Background: an optimization exercise with open tools, aiming at small area, a short achievable clock period and few clock cycles per item. Do not read the settings as production practice. In this exercise RTL edits were held to simulation tests only and were not proved equivalent to the original. Power is estimated from default activity; no workload was simulated.

## crsf_encoder
module crsf_encoder (
    input  wire         clk,
    input  wire         rst,         
    input  wire         in_valid,
    output wire         in_ready,
    input  wire [255:0] in_ch,       
    output wire         out_valid,
    input  wire         out_ready,
    output wire [207:0] out_frame    
);
    reg         valid;
    reg [175:0] q_reg;       
    reg [31:0]  c_reg;       
    wire [175:0] q_next;
    wire [31:0]  c_next;
    wire [175:0] payload;    
    genvar i;
    generate for (i = 0; i < 16; i = i + 1) begin : ch
        crsf_scale sc (.v(in_ch[16*i +: 16]), .Q(q_next[11*i +: 11]), .c(c_next[2*i +: 2]));
        assign payload[11*i +: 11] = q_reg[11*i +: 11] + {9'd43, c_reg[2*i +: 2]};
    end endgenerate
    assign in_ready = ~valid | out_ready;
    wire   take     = in_valid & in_ready;
    always @(posedge clk) begin
        if (rst)
            valid <= 1'b0;
        else if (take)
            valid <= 1'b1;
        else if (out_ready)
            valid <= 1'b0;
        if (take) begin
            q_reg <= q_next;
            c_reg <= c_next;
        end
    end
    wire [7:0] crc;
    wire s0_1 = payload[10] ^ payload[12] ^ payload[14] ^ payload[20] ^ payload[63] ^ payload[93] ^ payload[97] ^ payload[109] ^ payload[111] ^ payload[119] ^ payload[146];
    wire s0_2 = payload[11] ^ payload[13] ^ payload[19] ^ payload[58] ^ payload[73] ^ payload[94] ^ payload[96] ^ payload[110] ^ payload[118] ^ payload[157] ^ payload[172];
    wire s0_3 = payload[29] ^ payload[41] ^ payload[42] ^ payload[69] ^ payload[70] ^ payload[71] ^ payload[112] ^ payload[140] ^ payload[141] ^ payload[152] ^ payload[153] ^ payload[154];
    wire s0_4 = payload[5] ^ payload[37] ^ payload[59] ^ payload[74] ^ payload[88] ^ payload[95] ^ payload[120] ^ payload[158] ^ payload[173];
    wire s0_5 = payload[35] ^ payload[46] ^ payload[61] ^ payload[66] ^ payload[85] ^ payload[91] ^ payload[129] ^ payload[134] ^ payload[144] ^ payload[165] ^ payload[168];
  ...
For scale: about 4200 cells after synthesis, roughly 210 flip-flops, about 470 I/O pins.
Settings: LEC_CHECK=0, CAP_MARGIN=20, CORE_MARGIN=2, CORE_UTILIZATION=50, CTS_BUF_LIST=sky130_fd_sc_hd__clkbuf_4, SLEW_MARGIN=20; clock period 22.0 ns.
standard.sh (not shown) runs the stock make flow with config.mk's settings and CLKGATE_MAP_FILE= SYNTH_SCRIPT=/design/flow/synth_recipe.tcl, a recipe that flattens the netlist after the stock synthesis.
==> flow/flow/run.sh <==
#!/bin/bash
# Standard ORFS layout (standard.sh) with these changes:
#  - synthesis: no full/half-adder extraction (ADDER_MAP_FILE empty) and
#    an area-oriented abc mapping script (flow/synth.tcl, flow/abc.script);
#  - port buffers are buf_1 cells instead of the default clkdlybuf4s50_1;
#  - repair_timing aims for 11.8 ns of setup slack (SETUP_SLACK_MARGIN),
#    so the resizer shortens the critical paths below the 22 ns period.
# The output of every tool goes to standard.log here.
set -o pipefail
bash standard.sh ADDER_MAP_FILE= SYNTH_SCRIPT=$PWD/flow/synth.tcl \
  "BUFFER_PORTS_ARGS=-buffer_cell sky130_fd_sc_hd__buf_1" SETUP_SLACK_MARGIN=11.8 finish > standard.log 2>&1
==> flow/flow/abc.script <==
strash; dc2; strash; dch -f; amap
==> flow/flow/synth.tcl <==
# synth_recipe.tcl with one change: the technology-mapping abc call runs
# flow/abc.script (area-oriented mapping) instead of ORFS's abc_area or
# abc_speed script. Registers are mapped by dfflibmap before abc and keep
# the standard synthesis's names and cell types.
set my_abc_script [file join [file dirname [file normalize [info script]]] abc.script]
proc synth {args} { yosys synth -nofsm -noshare {*}$args }
proc abc {args} {
  set i [lsearch $args -script]
  if {$i >= 0} { lset args [expr {$i+1}] $::my_abc_script }
  yosys abc {*}$args
}
source $::env(SCRIPTS_DIR)/synth.tcl
# left out here: clear keep_hierarchy, flatten, clean up, hide names made inside functions, write 1_2_yosys.v
The first run completed with no timing, DRC or antenna violations.
Testbench counts at the start, summed over its fixed seeds: cycles 2,056, frames 2,048.
Change:
--- a/flow/config.mk
+++ b/flow/config.mk
@@ -8,5 +8,5 @@
 export CAP_MARGIN = 20
 export CORE_MARGIN = 2
-export CORE_UTILIZATION = 50
+export CORE_UTILIZATION = 40
 export CTS_BUF_LIST = sky130_fd_sc_hd__clkbuf_4
 export SLEW_MARGIN = 20
The changed run completed without violations; routed wire length came out higher by 5.9%; first-iteration DRC count came out lower by 18%; power came out higher by 1.3%; die area came out higher by 25%; clock power came out higher by about 4%; setup slack degrades by 46 ps; design area came out higher by 1.4%; clock skew came out higher by 4.3 ps; via count stays flat; sequential share of layout area came out lower by 0.29 points; combinational power came out higher by about 1%.
Change:
==> flow/flow/run.sh (replaced) <==
#!/bin/bash
# Standard ORFS layout (standard.sh) with these changes:
#  - synthesis: no full/half-adder extraction (ADDER_MAP_FILE empty) and
#    an area-oriented abc mapping script (flow/synth.tcl, flow/abc.script);
#  - port buffers are buf_1 cells instead of the default clkdlybuf4s50_1;
#  - repair_timing aims for 11.5 ns of setup slack (SETUP_SLACK_MARGIN),
#    so the resizer shortens the critical paths below the 22 ns period.
# The output of every tool goes to standard.log here.
set -o pipefail
bash standard.sh ADDER_MAP_FILE= SYNTH_SCRIPT=$PWD/flow/synth.tcl \
  "BUFFER_PORTS_ARGS=-buffer_cell sky130_fd_sc_hd__buf_1" SETUP_SLACK_MARGIN=11.5 finish > standard.log 2>&1
What happened: Sequential cell count is unchanged. Worst setup slack degrades by 290 ps. Total power falls by 1.4%. Count of clock-buffer cells in the layout is higher by 7.

## what the ideal ports hide
No port has a modelled driver above. Below, the same layouts with a new extraction and two added sets of constraints. Step 1, drivers: a clkbuf_16 drives clk and a buf_2 each remaining input, both assumed. Step 2 times the ports against the registers' clock, not the clock port: input delays grow and output delays shrink by t, the midpoint of the rising clock arrivals with the driver on. Slacks: no drivers / after step 1 / after step 2; pairs: no drivers / after step 1.
run | t (ns) | slack for setup (ns) | hold WS [ns]
the first run | 0.828 | 12.226 / 12.172 / 11.504 | 0.644 / 0.644 / 0.644
the second run | 0.806 | 12.180 / 12.132 / 11.411 | 0.654 / 0.654 / 0.654
the third run | 0.824 | 11.891 / 11.831 / 11.300 | 0.653 / 0.653 / 0.653
After both steps setup and hold are still met in every run listed. The setup slack of the second run, which loses most, moves by -0.048 ns with the drivers and by -0.769 ns with both steps.
